Context: an optimization exercise on an open-source flow, tuned for small area, a short achievable clock period and few clock cycles. The choices shown serve that exercise and are no tape-out recipe. At most, simulation tests tie the RTL to the original design; equivalence was not proved. Power is estimated from default activity; no workload was simulated.

== before ==
// nrf_host_link
module nrf_host_link (
    input  wire        clk,
    input  wire        rst,
    input  wire        in_valid,
    input  wire [7:0]  in_data,
    input  wire        in_last,
    output reg         in_ready,
    output reg         pay_valid,
    output wire [7:0]  pay_data,
    output wire        pay_last,
    input  wire        pay_ready,
    output reg         cmd_done,
    output reg  [6:0]  cfg_channel,
    output reg  [1:0]  cfg_speed,
    output reg  [39:0] cfg_tx,
    output reg  [39:0] cfg_rx,
    output reg  [3:0]  cfg_opt,       
    input  wire        rx_valid,
    input  wire [7:0]  rx_data,
    input  wire        rx_last,
    output reg         rx_ready,
    output reg         out_valid,
    output reg  [7:0]  out_data,
    output reg         out_last,
    input  wire        out_ready
);
Size in the first run: about 140 I/O pins, roughly 8200 um^2 of cells after synthesis.
Settings: LEC_CHECK=0, CAP_MARGIN=20, CORE_MARGIN=2, CORE_UTILIZATION=40, SLEW_MARGIN=20; clock period 8.0 ns.
standard.sh (not shown) runs the stock make flow with config.mk's settings and CLKGATE_MAP_FILE= SYNTH_SCRIPT=/design/flow/synth_recipe.tcl, a recipe that flattens the netlist after the stock synthesis.
==> flow/flow/run.sh <==
#!/bin/bash
set -euo pipefail
export BUFFER_PORTS_ARGS="-buffer_cell sky130_fd_sc_hd__buf_1"
export SETUP_SLACK_MARGIN=5.3
bash standard.sh > standard.log 2>&1
Testbench counts of before, summed over its fixed seeds: cycles 31,116.
Modified inputs, after compared to before
--- a/flow/design.v
+++ b/flow/design.v
@@ -71,14 +71,13 @@
             4'hF: hexch = 8'h46;
             default: hexch = {4'h3, n};
         endcase
     endfunction
     reg        iv;               
     reg  [7:0] id;
-    reg        il, ile, i21;
-    reg  [3:0] ihv;
+    reg        il;
     reg [7:0] qd0, qd1, qd2;
     reg       ql0, ql1, ql2;
     reg       v0, v1, v2;
     reg       topen;             
     assign pay_data = qd0;
     assign pay_last = ql0;
@@ -86,26 +85,26 @@
     wire proc    = iv && !v2;    
     wire iv_n    = in_fire || (iv && v2);
     always @(posedge clk) begin
         if (in_fire) begin
             id  <= in_data;
             il  <= in_last;
-            ile <= is_le(in_data);
-            i21 <= (in_data == CMD_IDENT);
-            ihv <= hexval(in_data);
         end
         if (rst) iv <= 1'b0;
         else     iv <= iv_n;
     end
     reg       first;             
     reg       cmd;               
     reg       lo;                
     reg [5:0] cnt;               
     reg       v_c, v_s, v_t, v_r, optact;
     wire strip = cfg_opt[0];
     wire hex   = cfg_opt[1];
+    wire       i21   = (id == CMD_IDENT);
+    wire       ile   = is_le(id);
+    wire [3:0] ihv   = hexval(id);
     wire cmdx  = first ? i21 : cmd;
     wire room  = !cnt[5];
     reg       push, patch, lo_n;
     reg [7:0] pdata;
     always @(*) begin
         push  = 1'b0;
@@ -193,30 +192,25 @@
             v2        <= pop ? 1'b0 : a_v2;
             topen     <= topen_n;
             pay_valid <= pop ? b_pv : a_pv;
             in_ready  <= pop ? 1'b1 : a_ir;
         end
     end
+    reg rst_q;
+    always @(posedge clk) rst_q <= rst;
     wire c_fire = proc && cmd;           
     wire c_verb = c_fire && (cnt == 6'd1);
     wire c_arg  = c_fire && room;
     integer k;
     always @(posedge clk) begin
         if (rst) begin
             first       <= 1'b1;
             cmd         <= 1'b0;
             lo          <= 1'b0;
             cnt         <= 6'd0;
             cmd_done    <= 1'b0;
-            v_c <= 1'b0; v_s <= 1'b0; v_t <= 1'b0; v_r <= 1'b0;
-            optact      <= 1'b0;
-            cfg_channel <= DEFAULT_CHANNEL;
-            cfg_speed   <= DEFAULT_SPEED;
-            cfg_tx      <= DEFAULT_TX;
-            cfg_rx      <= DEFAULT_RX;
-            cfg_opt     <= DEFAULT_OPTIONS;
         end else begin
             cmd_done <= proc && il && cmdx;
             if (proc) begin
                 first <= il;
                 cmd   <= cmdx && !il;
                 if (il) begin
@@ -226,18 +220,37 @@
                     if (cmdx ? room : push)
                         cnt <= cnt + 6'd1;
                     if (!cmdx)
                         lo <= lo_n;
                 end
             end
+        end
+    end
+    always @(posedge clk) begin
+        if (c_verb) begin
+            v_c    <= (id == 8'h63);
+            v_s    <= (id == 8'h73);
+            v_t    <= (id == 8'h74);
+            v_r    <= (id == 8'h72);
+            optact <= (id == 8'h6F);
+        end else if (c_arg && optact && cnt >= 6'd2) begin
+            case (id)
+                8'h6C, 8'h4C, 8'h78, 8'h58, 8'h61, 8'h41, 8'h64, 8'h44: ;
+                default: optact <= 1'b0;
+            endcase
+        end
+    end
+    always @(posedge clk) begin
+        if (rst_q) begin
+            cfg_channel <= DEFAULT_CHANNEL;
+            cfg_speed   <= DEFAULT_SPEED;
+            cfg_tx      <= DEFAULT_TX;
+            cfg_rx      <= DEFAULT_RX;
+            cfg_opt     <= DEFAULT_OPTIONS;
+        end else begin
             if (c_verb) begin
-                v_c    <= (id == 8'h63);
-                v_s    <= (id == 8'h73);
-                v_t    <= (id == 8'h74);
-                v_r    <= (id == 8'h72);
-                optact <= (id == 8'h6F);
                 if (id == 8'h63) cfg_channel <= 7'd0;
                 if (id == 8'h73) cfg_speed   <= 2'd0;
                 if (id == 8'h74) cfg_tx      <= 40'd0;
                 if (id == 8'h72) cfg_rx      <= 40'd0;
             end
             if (c_arg) begin
@@ -263,13 +276,13 @@
                         8'h78: cfg_opt[1] <= 1'b0;
                         8'h58: cfg_opt[1] <= 1'b1;
                         8'h61: cfg_opt[2] <= 1'b0;
                         8'h41: cfg_opt[2] <= 1'b1;
                         8'h64: cfg_opt[3] <= 1'b0;
                         8'h44: cfg_opt[3] <= 1'b1;
-                        default: optact <= 1'b0;
+                        default: ;
                     endcase
                 end
             end
         end
     end
     localparam W_EMPTY = 3'd0;
## What came out
- Summary of the comparison: proportion of power drawn by flip-flops and latches is lower in after, relative to before.
- Delta (after minus before): via count climbed 127; portion of total power attributed to the clock network went down by 0.3 points; fraction of power consumed by combinational cells rose 2.8 points.
- Number of iterations in the first detailed-routing pass, after and before: lower on before
- On final area, the higher figure sits with after, not before.
- Of after and before, it is after that has the higher fraction of area in multi-input gates.
- When after is measured against before, its die area turns out 370 um^2 lower.
- Side by side, least setup slack across all paths after layout turned out lower in after than in before.
- after: final critical-path share of the clock period 1.6 points above before
- before vs after, last element of the critical path: cfg_opt[1] vs qd1[4]$_DFFE_PP_
- In terms of sequential power, after and before differ only marginally.
- after reached the end of the flow, and the finished layout is clean on the timing, DRC and antenna checks.
- Delta (after minus before): sum of met3 wire segment lengths after detailed routing higher; starting density of the core higher; areal power density over the cells higher.
The RTL of after was laid out without a check of its function.

static timing again, ports no longer ideal:
The results above use ideal ports. As a check the final layouts listed here were re-extracted and re-timed, cells and wires unchanged. Step 1: set_driving_cell puts a clkbuf_16 on clk and a buf_2 on each other input, an assumption about the parent block. Step 2, shift: input delay + t, output delay - t, t = (earliest + latest rising clock arrival at the registers) / 2. This alone moves slack from input paths to output paths. Three values: ideal ports, drivers, drivers and shift; two values: the first two.
| run | t, ns | setup WS [ns] | latest minus earliest clock arrival (ns) |
|---|---|---|---|
| before | 0.476 | 5.369 / 5.324 / 4.970 | 0.010 / 0.009 |
| after | 0.470 | 5.244 / 5.255 / 4.785 | 0.016 / 0.016 |
After both steps setup and hold are still met in every run listed. The setup slack of after, which loses most, moves by +0.011 ns with the drivers and by -0.459 ns with both steps.
